What follows belongs to an exercise in optimizing a design on an open flow for small area, a short achievable clock period and few clock cycles per item; a production flow would make more cautious choices. In this exercise RTL edits were held to simulation tests only and were not proved equivalent to the original. Power is estimated from default activity; no workload was simulated.

==> flow/design.v <==
module gcr62_codec (
    input  wire       clk,
    input  wire       rst,
    input  wire       in_valid,
    output reg        in_ready,
    input  wire [7:0] in_data,
    input  wire       in_mode,
    output reg        out_valid,
    input  wire       out_ready,
    output reg  [7:0] out_data,
    output reg        out_last,
    output reg        out_err,
    output reg        out_ckerr
);
    function [7:0] nib_rom;
        input [5:0] v;
        begin
            case (v)
                6'd0:  nib_rom = 8'h96;  6'd1:  nib_rom = 8'h97;
                6'd2:  nib_rom = 8'h9A;  6'd3:  nib_rom = 8'h9B;
                6'd4:  nib_rom = 8'h9D;  6'd5:  nib_rom = 8'h9E;
                6'd6:  nib_rom = 8'h9F;  6'd7:  nib_rom = 8'hA6;
                6'd8:  nib_rom = 8'hA7;  6'd9:  nib_rom = 8'hAB;
                6'd10: nib_rom = 8'hAC;  6'd11: nib_rom = 8'hAD;
                6'd12: nib_rom = 8'hAE;  6'd13: nib_rom = 8'hAF;
                6'd14: nib_rom = 8'hB2;  6'd15: nib_rom = 8'hB3;
                6'd16: nib_rom = 8'hB4;  6'd17: nib_rom = 8'hB5;
                6'd18: nib_rom = 8'hB6;  6'd19: nib_rom = 8'hB7;
                6'd20: nib_rom = 8'hB9;  6'd21: nib_rom = 8'hBA;
                6'd22: nib_rom = 8'hBB;  6'd23: nib_rom = 8'hBC;
                6'd24: nib_rom = 8'hBD;  6'd25: nib_rom = 8'hBE;
                6'd26: nib_rom = 8'hBF;  6'd27: nib_rom = 8'hCB;
                6'd28: nib_rom = 8'hCD;  6'd29: nib_rom = 8'hCE;
                6'd30: nib_rom = 8'hCF;  6'd31: nib_rom = 8'hD3;
                6'd32: nib_rom = 8'hD6;  6'd33: nib_rom = 8'hD7;
                6'd34: nib_rom = 8'hD9;  6'd35: nib_rom = 8'hDA;
                6'd36: nib_rom = 8'hDB;  6'd37: nib_rom = 8'hDC;
                6'd38: nib_rom = 8'hDD;  6'd39: nib_rom = 8'hDE;
                6'd40: nib_rom = 8'hDF;  6'd41: nib_rom = 8'hE5;
                6'd42: nib_rom = 8'hE6;  6'd43: nib_rom = 8'hE7;
                6'd44: nib_rom = 8'hE9;  6'd45: nib_rom = 8'hEA;
                6'd46: nib_rom = 8'hEB;  6'd47: nib_rom = 8'hEC;
                6'd48: nib_rom = 8'hED;  6'd49: nib_rom = 8'hEE;
                6'd50: nib_rom = 8'hEF;  6'd51: nib_rom = 8'hF2;
                6'd52: nib_rom = 8'hF3;  6'd53: nib_rom = 8'hF4;
                6'd54: nib_rom = 8'hF5;  6'd55: nib_rom = 8'hF6;
                6'd56: nib_rom = 8'hF7;  6'd57: nib_rom = 8'hF9;
                6'd58: nib_rom = 8'hFA;  6'd59: nib_rom = 8'hFB;
                6'd60: nib_rom = 8'hFC;  6'd61: nib_rom = 8'hFD;
                6'd62: nib_rom = 8'hFE;  default: nib_rom = 8'hFF;
            endcase
        end
    endfunction
    function [6:0] denib;
        input [7:0] b;
        begin
            case (b)
                8'h96: denib = {1'b1, 6'd0};   8'h97: denib = {1'b1, 6'd1};
                8'h9A: denib = {1'b1, 6'd2};   8'h9B: denib = {1'b1, 6'd3};
                8'h9D: denib = {1'b1, 6'd4};   8'h9E: denib = {1'b1, 6'd5};
                8'h9F: denib = {1'b1, 6'd6};   8'hA6: denib = {1'b1, 6'd7};
                8'hA7: denib = {1'b1, 6'd8};   8'hAB: denib = {1'b1, 6'd9};
                8'hAC: denib = {1'b1, 6'd10};  8'hAD: denib = {1'b1, 6'd11};
                8'hAE: denib = {1'b1, 6'd12};  8'hAF: denib = {1'b1, 6'd13};
                8'hB2: denib = {1'b1, 6'd14};  8'hB3: denib = {1'b1, 6'd15};
                8'hB4: denib = {1'b1, 6'd16};  8'hB5: denib = {1'b1, 6'd17};
                8'hB6: denib = {1'b1, 6'd18};  8'hB7: denib = {1'b1, 6'd19};
                8'hB9: denib = {1'b1, 6'd20};  8'hBA: denib = {1'b1, 6'd21};
                8'hBB: denib = {1'b1, 6'd22};  8'hBC: denib = {1'b1, 6'd23};
                8'hBD: denib = {1'b1, 6'd24};  8'hBE: denib = {1'b1, 6'd25};
                8'hBF: denib = {1'b1, 6'd26};  8'hCB: denib = {1'b1, 6'd27};
                8'hCD: denib = {1'b1, 6'd28};  8'hCE: denib = {1'b1, 6'd29};
                8'hCF: denib = {1'b1, 6'd30};  8'hD3: denib = {1'b1, 6'd31};
                8'hD6: denib = {1'b1, 6'd32};  8'hD7: denib = {1'b1, 6'd33};
                8'hD9: denib = {1'b1, 6'd34};  8'hDA: denib = {1'b1, 6'd35};
                8'hDB: denib = {1'b1, 6'd36};  8'hDC: denib = {1'b1, 6'd37};
                8'hDD: denib = {1'b1, 6'd38};  8'hDE: denib = {1'b1, 6'd39};
                8'hDF: denib = {1'b1, 6'd40};  8'hE5: denib = {1'b1, 6'd41};
                8'hE6: denib = {1'b1, 6'd42};  8'hE7: denib = {1'b1, 6'd43};
                8'hE9: denib = {1'b1, 6'd44};  8'hEA: denib = {1'b1, 6'd45};
                8'hEB: denib = {1'b1, 6'd46};  8'hEC: denib = {1'b1, 6'd47};
                8'hED: denib = {1'b1, 6'd48};  8'hEE: denib = {1'b1, 6'd49};
                8'hEF: denib = {1'b1, 6'd50};  8'hF2: denib = {1'b1, 6'd51};
                8'hF3: denib = {1'b1, 6'd52};  8'hF4: denib = {1'b1, 6'd53};
                8'hF5: denib = {1'b1, 6'd54};  8'hF6: denib = {1'b1, 6'd55};
                8'hF7: denib = {1'b1, 6'd56};  8'hF9: denib = {1'b1, 6'd57};
                8'hFA: denib = {1'b1, 6'd58};  8'hFB: denib = {1'b1, 6'd59};
                8'hFC: denib = {1'b1, 6'd60};  8'hFD: denib = {1'b1, 6'd61};
                8'hFE: denib = {1'b1, 6'd62};  8'hFF: denib = {1'b1, 6'd63};
                default: denib = 7'd0;
            endcase
        end
    endfunction
    function [1:0] swap2;
        input [1:0] x;
        swap2 = {x[0], x[1]};
    endfunction
    reg  [5:0] pq   [0:255];
    reg  [1:0] sec0 [0:85];
    reg  [1:0] sec1 [0:85];
    reg  [1:0] sec2 [0:83];
    reg  [1:0] iocc;
    reg  [7:0] e0_d, e1_d;
    reg        e0_m, e1_m;
    wire       in_fire = in_valid & in_ready;
    wire       p1_go;                        
    always @(posedge clk) begin
        if (rst) begin
            iocc     <= 2'd0;
            in_ready <= 1'b0;
        end else begin
            iocc     <= iocc + {1'b0, in_fire} - {1'b0, p1_go};
            in_ready <= ({1'b0, iocc} + {2'b0, in_ready} - {2'b0, p1_go}) < 3'd2;
        end
    end
    always @(posedge clk) begin
        if (p1_go) begin
            if (iocc == 2'd2) begin
                e0_d <= e1_d; e0_m <= e1_m;
            end else begin
                e0_d <= in_data; e0_m <= in_mode;
            end
        end else if (iocc == 2'd0) begin
            e0_d <= in_data; e0_m <= in_mode;
        end
        if (iocc == 2'd1 && !p1_go) begin
            e1_d <= in_data; e1_m <= in_mode;
        end
    end
    reg  [1:0] t_val, t_mode, t_done, t_err, t_ck;
    reg        ip, op;
    reg  [8:0] k;           
    reg  [6:0] ki;          
    reg  [1:0] ks;          
    reg        kmode;       
    reg  [5:0] run;
    reg        rerr;
    reg  [8:0] acnt;        
    reg  [7:0] wp;
    reg  [8:0] rb;          
    wire       k0    = (k == 9'd0);
    wire       mcur  = k0 ? e0_m : kmode;
    wire [6:0] dn    = denib(e0_d);
    wire [5:0] val   = run ^ dn[5:0];
    wire       enc_last = (k == 9'd255);
    wire       dec_last = (k == 9'd342);
    wire       tlast    = mcur ? dec_last : enc_last;
    wire       push  = !mcur || (k >= 9'd86 && k < 9'd342);
    wire       wsec  = !mcur || (k < 9'd86);
    wire       prev_on = t_val[~ip];
    wire       pm      = t_mode[~ip];
    wire [8:0] lim_e   = pm ? k : {2'b0, ki};
    wire [8:0] lim_d   = !pm ? {2'b0, ki} :
                         (ki < 7'd84) ? ({2'b0, ki} + 9'd172) : ({2'b0, ki} + 9'd86);
    wire [8:0] lim     = mcur ? lim_d : lim_e;
    wire       hz_ok   = !prev_on || !wsec || (rb > lim);
    wire       slot_ok = !k0 || !t_val[ip];
    wire       sp_ok   = !push || (acnt != 9'd256);
    assign p1_go = (iocc != 2'd0) && hz_ok && slot_ok && sp_ok;
    reg        p2_v, p2_push, p2_last, p2_err, p2_ck;
    reg  [2:0] p2_pl;
    reg  [6:0] p2_sa;
    reg  [5:0] p2_sd, p2_pd;
    reg  [7:0] p2_wp;
    reg        p2_slot;
    reg  [8:0] kc;          
    wire       pop_iss;     
    always @(posedge clk) begin
        if (rst) begin
            k <= 9'd0; ki <= 7'd0; ks <= 2'd0; kmode <= 1'b0;
            run <= 6'd0; rerr <= 1'b0;
            wp <= 8'd0;
            p2_v <= 1'b0;
            p2_push <= 1'b0;
            p2_pl <= 3'd0;
        end else begin
            p2_v    <= p1_go;
            p2_push <= p1_go && push;
            p2_pl   <= 3'd0;
            if (p1_go) begin
                kmode   <= mcur;
                p2_last <= tlast;
                p2_sa   <= ki;
                p2_wp   <= wp;
                p2_slot <= ip;
                if (push) wp <= wp + 8'd1;
                if (!mcur) begin
                    p2_pd <= e0_d[7:2];
                    p2_sd <= {3{swap2(e0_d[1:0])}};
                    p2_pl <= (ks == 2'd0) ? 3'b001 : (ks == 2'd1) ? 3'b010 : 3'b100;
                    p2_err <= 1'b0;
                    p2_ck  <= 1'b0;
                end else begin
                    p2_pd <= val;
                    p2_sd <= val;
                    p2_pl <= (k < 9'd86) ? ((ki < 7'd84) ? 3'b111 : 3'b011) : 3'b000;
                    p2_err <= rerr | !dn[6];
                    p2_ck  <= (val != 6'd0);
                end
                if (mcur) begin
                    run  <= val;
                    rerr <= rerr | !dn[6];
                end
                if (tlast) begin
                    k <= 9'd0; ki <= 7'd0; ks <= 2'd0;
                    run <= 6'd0; rerr <= 1'b0;
                end else begin
                    k <= k + 9'd1;
                    if (ki == 7'd85) begin
                        ki <= 7'd0; ks <= ks + 2'd1;
                    end else begin
                        ki <= ki + 7'd1;
                    end
                end
            end
        end
    end
    always @(posedge clk) begin
        if (rst)
            acnt <= 9'd0;
        else
            acnt <= acnt + {8'd0, p1_go && push} - {8'd0, pop_iss};
    end
    always @(posedge clk) begin
        if (p2_push)
            pq[p2_wp] <= p2_pd;
        if (p2_pl[0])
            sec0[p2_sa] <= p2_sd[1:0];
        if (p2_pl[1])
            sec1[p2_sa] <= p2_sd[3:2];
        if (p2_pl[2] && p2_sa < 7'd84)
            sec2[p2_sa] <= p2_sd[5:4];
    end
    wire       iss_end;         
    always @(posedge clk) begin
        if (rst) begin
            kc <= 9'd0;
            t_val <= 2'b00; t_done <= 2'b00;
            ip <= 1'b0;
        end else begin
            if (p1_go && k0) begin
                t_val[ip]  <= 1'b1;
                t_mode[ip] <= mcur;
                t_done[ip] <= 1'b0;
            end
            if (p1_go && tlast)
                ip <= ~ip;
            if (p2_v) begin
                if (p2_last) begin
                    kc <= 9'd0;
                    t_done[p2_slot] <= 1'b1;
                    t_err[p2_slot]  <= p2_err;
                    t_ck[p2_slot]   <= p2_ck && !p2_err;
                end else begin
                    kc <= kc + 9'd1;
                end
            end
            if (iss_end)
                t_val[op] <= 1'b0;
        end
    end
    reg  [6:0] ri;          
    reg  [1:0] rs;          
    reg  [7:0] rp;          
    reg        r_v, r_mode, r_first, r_last, r_err, r_ck;
    reg  [1:0] r_ksel;      
    reg  [1:0] r_rs;
    reg  [5:0] r_sec, r_pq;
    reg  [1:0] qcnt;        
    wire       om     = t_mode[op];
    wire       odone  = t_done[op];
    wire       ccnt_nz = (acnt > {8'd0, p2_push});
    wire       kc_ok  = odone || (kc >= rb + 9'd173);
    wire       o_avail = om ? (ccnt_nz && (rb != 9'd255 || odone)) :
                         (rb < 9'd86)  ? kc_ok :
                         (rb < 9'd342) ? ccnt_nz : 1'b1;
    wire       cred_ok = ({1'b0, qcnt} + {2'b0, out_valid} + {2'b0, r_v}) < 3'd3;
    wire       iss    = t_val[op] && o_avail && cred_ok;
    wire       o_end  = om ? (rb == 9'd255) : (rb == 9'd342);
    assign     iss_end = iss && o_end;
    assign     pop_iss = iss && (om || (rb >= 9'd86 && rb < 9'd342));
    always @(posedge clk) begin
        if (rst) begin
            rb <= 9'd0; ri <= 7'd0; rs <= 2'd0; rp <= 8'd0;
            op <= 1'b0;
            r_v <= 1'b0;
        end else begin
            r_v <= iss;
            if (pop_iss)
                rp <= rp + 8'd1;
            if (iss) begin
                if (o_end) begin
                    rb <= 9'd0; ri <= 7'd0; rs <= 2'd0;
                    op <= ~op;
                end else begin
                    rb <= rb + 9'd1;
                    if (ri == 7'd85) begin
                        ri <= 7'd0; rs <= rs + 2'd1;
                    end else begin
                        ri <= ri + 7'd1;
                    end
                end
            end
        end
    end
    always @(posedge clk) begin
        if (iss) begin
            r_mode  <= om;
            r_first <= (rb == 9'd0);
            r_last  <= o_end;
            r_err   <= t_err[op] && om;
            r_ck    <= t_ck[op] && om;
            r_ksel  <= (rb < 9'd86) ? 2'd0 : (rb < 9'd342) ? 2'd1 : 2'd2;
            r_rs    <= rs;
            r_sec   <= {(ri < 7'd84) ? sec2[ri] : 2'b00, sec1[ri], sec0[ri]};
            r_pq    <= pq[rp];
        end
    end
    reg  [5:0] cprev;
    wire [5:0] ev     = (r_ksel == 2'd0) ? r_sec : (r_ksel == 2'd1) ? r_pq : 6'd0;
    wire [5:0] ex     = ev ^ (r_first ? 6'd0 : cprev);
    wire [1:0] dpair  = (r_rs == 2'd0) ? r_sec[1:0] : (r_rs == 2'd1) ? r_sec[3:2] : r_sec[5:4];
    wire [7:0] c_data = r_mode ? {r_pq, swap2(dpair)} : nib_rom(ex);
    always @(posedge clk) begin
        if (r_v && !r_mode)
            cprev <= ev;
    end
    reg  [10:0] m0, m1;
    wire [10:0] c_ent = {c_data, r_last, r_last && r_err, r_last && r_ck && !r_err};
    wire        h_free = !out_valid || out_ready;
    wire        to_h   = h_free && (qcnt == 2'd0);           
    wire        q_pop  = h_free && (qcnt != 2'd0);
    always @(posedge clk) begin
        if (rst) begin
            out_valid <= 1'b0;
            qcnt      <= 2'd0;
        end else begin
            if (h_free)
                out_valid <= (qcnt != 2'd0) || r_v;
            qcnt <= qcnt - {1'b0, q_pop} + {1'b0, r_v && !to_h};
        end
    end
    always @(posedge clk) begin
        if (q_pop) begin
            {out_data, out_last, out_err, out_ckerr} <= m0;
        end else if (to_h && r_v) begin
            {out_data, out_last, out_err, out_ckerr} <= c_ent;
        end
        if (q_pop) begin
            m0 <= (qcnt == 2'd2) ? m1 : c_ent;
        end else if (qcnt == 2'd0) begin
            m0 <= c_ent;
        end
        if (qcnt == 2'd1 && !q_pop || qcnt == 2'd2 && q_pop)
            m1 <= c_ent;
    end
endmodule
==> flow/run.sh <==
#!/bin/bash
# synth_recipe.tcl (not shown) runs the flow's synth.tcl, then flattens the netlist and writes it again
# the make line also repeats each setting of config.mk as NAME=value (left out here)
make -C /OpenROAD-flow-scripts/flow DESIGN_CONFIG=/design/flow/config.mk WORK_HOME=/design/flow/orfs CLKGATE_MAP_FILE= SYNTH_SCRIPT=/design/flow/synth_recipe.tcl finish
==> flow/config.mk <==
export PLATFORM = sky130hd
export DESIGN_NAME = gcr62_codec
export DESIGN_NICKNAME = gcr62_codec
export VERILOG_FILES = /design/flow/design.v
export SDC_FILE = /design/flow/constraint.sdc
export NUM_CORES = 4
export LEC_CHECK = 0
export CAP_MARGIN = 20
export CORE_MARGIN = 2
export CORE_UTILIZATION = 40
export SLEW_MARGIN = 20
==> flow/constraint.sdc <==
create_clock -name core_clock -period 13.0 [get_ports {clk}]
set_input_delay 2.6000 -clock core_clock [delete_from_list [all_inputs] [get_ports {clk}]]
set_output_delay 2.6000 -clock core_clock [all_outputs]
set_load 0.01 [all_outputs]
==> flow_summary.ini <==
[run_status]
status = timing/DRC/antenna clean

[yosys]
async_reset_ff_share_pct = 0
syn_nets = 5107
synth_seq_cells = 2266
synth_compound_area_share_pct = 2.43
synth_top_area_cell = edfxtp_1
synth_enable_flop_cells = 2163
synth_top_family_by_area = multiplexers
synth_area_um2 = 92800
synthMuxAreaShare_pct = 16.8
synth-adder-area-share_pct = 1.09
synth_xor_area_share_pct = 0.538
syn_avg_cell_area_um2 = 18.5
synthCells = 5015
ys.warnings.count = 1
synth-seq-area-share_pct = 72.2
synth.top_cell.area_share_pct = 70.0
yosys_most_used_dff = edfxtp_1
synth_cell_types = 83
ys_top_cells_by_area = edfxtp_1 (70%), mux4_2 (16%), nor2_1 (2.9%)
synth-simple-area-share_pct = 5.34

[cts]
clk_pin_slew_worst_paths_ns = 0.07
cts_tree = yes
clock-sinks = 2266
clockBufferDepth = 3
cts_htree_levels = 4
cts_buffers = 216
cts_resized = 0
clk_latency_ns = 0.85
hold_buffers = 0
post_cts_buffers = 0
clk_root_buffer_cell = clkbuf_16

[setup_path]
crit_cells = 30
cp.required_ns = 13.78
max_stage_delay_ns = 0.76
cp_top_family = simple AND/OR/NAND/NOR gates
worstSetupEndpointType = flop
worst_path_most_repeated_cell = nor2_1
cp_slowest_cell = and2_1
critPathKind = flop to flop
worstPathArrival_ns = 7.55
worstRegToRegCells = 30
crit_fanout = 45
worst-path-buf-inv = 5
start_kind = flop

[global_route]
grt_max_degree = 173
overflow = 0
antenna_found_initial = 4
grt_first_pass_wirelength_mm = 318
grt_pass1_vias = 47000
grtUsageTotal_pct = 18.0

[pwr]
p_per_area_nw_per_um2 = 175
ir_drop_uv = 131
power.leakage_nw = 30.8

[finish]
layout.nets = 5135
final_cell_mix = edfxtp_1 (2163), nor2_1 (721), mux4_2 (653), clkbuf_16 (216), nand2_1 (200)
drive_above_1_share_pct = 21.0
multi_input_area_um2 = 24300
instances_no_fill = 8257
final_common_cell = edfxtp_1
synthToLayoutAreaGrowth_pct = 11.2
utilization_pct = 44.8
finalInstanceArea_um2 = 103000
regArea_um2 = 67000
nFillCells = 19600

[routing]
routed_via_density = 5.64
wire_per_inst_um = 25.8
highest_layer = met4
drc = 0
wl_met1_mm = 92.2
wl_met3_mm = 12.0
vias = 46600
wl_met2_mm = 105
routed_wl_mm = 213
antenna_left = 0
drtIter0Drc = 4817
detail_route.first_pass.iterations = 5

[die]
num_io_pins = 26
die_y_um = 486
core_um2 = 230000
fp.dieW_um = 486
core.rowCount = 176
dieArea_um2 = 236000
start_util_pct = 40.3

[place]
placed_cells = 7846
port_buffers = 25
dpl_cell_area_um2 = 96300
dp_hpwl_mm = 126
gp_congestion = 0.807

[sta]
setup-tns-final_ns = 0
drv_slew = 0
tightestPinTransition_ns = 1.17
setup_viol = 0
max_freq_ghz = 0.148
finalCritPeriodShare_pct = 52.1
skew_ns = 0.0620
max_slew_margin_pct = 21.8
rsz0062_at_grt = false
layout_min_cycle_time_ns = 6.77
final-hold-violation-count = 0

[run]
max_cap_viol_count = 0

[min_path]
holdPathStages = 0
hp-class = flop to flop
[cell families after synthesis]
family | after synthesis
AO/OA/AOI/OAI | 348
adder cells (fa/ha/maj) | 79
flip-flops | 2266
buffers and inverters | 368
multiplexers | 737
AND/OR/NAND/NOR | 1160
XOR/XNOR | 57
[final cells by class]
| cell class | instances | area share [%] |
|---|---|---|
| repair buffers | 101 | 0.910 |
| inverters | 77 | 0.283 |
| multi-input cells | 2381 | 23.6 |
| flip-flops and latches | 2266 | 65.0 |
| diodes | 3 | 0.00728 |
| well taps | 3026 | 3.67 |
| clock buffers | 259 | 5.41 |
| clock inverters | 144 | 1.13 |
[cell usage after synthesis, types with 14 or more instances]
master    count
nor2_1      722
clkbuf_1    202
xor2_1       27
dfxtp_1     103
buf_1        41
nand4_1      20
o21ai_0      82
mux4_2      653
mux2i_1      66
nor3_1       41
buf_2        40
a21oi_1     124
edfxtp_1   2163
xnor2_1      30
o22ai_1      14
nand3_1      40
ha_1         76
nand2_1     203
mux2_2       18
inv_1        70
nor2b_1      31
[sequential cells by signal, indices dropped and copies added, names as in the netlist, 7 cells and up, named ones only]
register  cells
pq         1536
sec0        172
sec1        172
sec2        168
m0           11
m1           11
acnt          9
k             9
kc            9
rb            9
e0_d          8
e1_d          8
out_data      8
p2_wp         8
rp            8
wp            8
dn            7
ki            7
p2_sa         7
ri            7
[worst paths after layout]
kind / from / to / slack [ns]
max: k[1]$_SDFFE_PP0N_ / acnt[8]$_SDFF_PP0_ / 6.23
min: rs[1]$_SDFFE_PP0P_ / r_rs[1]$_DFFE_PP_ / 0.44
min reg2reg: rs[1]$_SDFFE_PP0P_ / r_rs[1]$_DFFE_PP_ / 0.44
max reg2reg: k[1]$_SDFFE_PP0N_ / acnt[8]$_SDFF_PP0_ / 6.23
[layer usage]
layer  vias to the layer above  GRT usage, %
met4                         0          4.16
met5                         -             0
met1                     24800          25.5
met3                       286          2.65
li1                      20100             -
met2                      1414          29.3
[through the flow]
step	setup slack, ns	total power [mW]	hold slack (ns)
floorplan	7.42	11.3	0.406
global placement	6.36	12.2	0.437
detailed placement	6.33	12.2	0.440
CTS	6.29	18.2	0.445
global route	5.63	18.8	0.455
finish	6.23	18.1	0.443
[where the power goes]
part           leakage, nW  internal (mW)  total [mW]  switching, mW
Combinational         7.17           1.07        3.07           1.99
Clock                 3.31           3.31        6.04           2.73
Sequential            20.3           8.78        8.98          0.201
Total                 30.8           13.2        18.1           4.93
Testbench counts, summed over its fixed seeds: cycles 65,725, items 192.

==> afterwards: timing with drivers on the ports <==
The flow's constraints put no driver on any port. The routed layout listed below was extracted and timed again, unchanged, in two steps. Step 1 assumes that a clkbuf_16 drives the clock port and a buf_2 every other input. Step 2 moves the port delays by t, midway between the first and last clock arrival at a register: inputs arrive t later, outputs are due t later. That takes back most of the time a late clock gives input paths. Slacks: no drivers / after step 1 / after step 2; pairs: no drivers / after step 1.
t, ns: 0.915
slack for setup (ns): 6.225 / 6.225 / 6.225
hold WS [ns]: 0.443 / 0.443 / 0.443
After both steps this run still meets setup and hold. For this run, drivers alone change the setup slack by 0.000 ns; drivers and shift together by 0.000 ns.
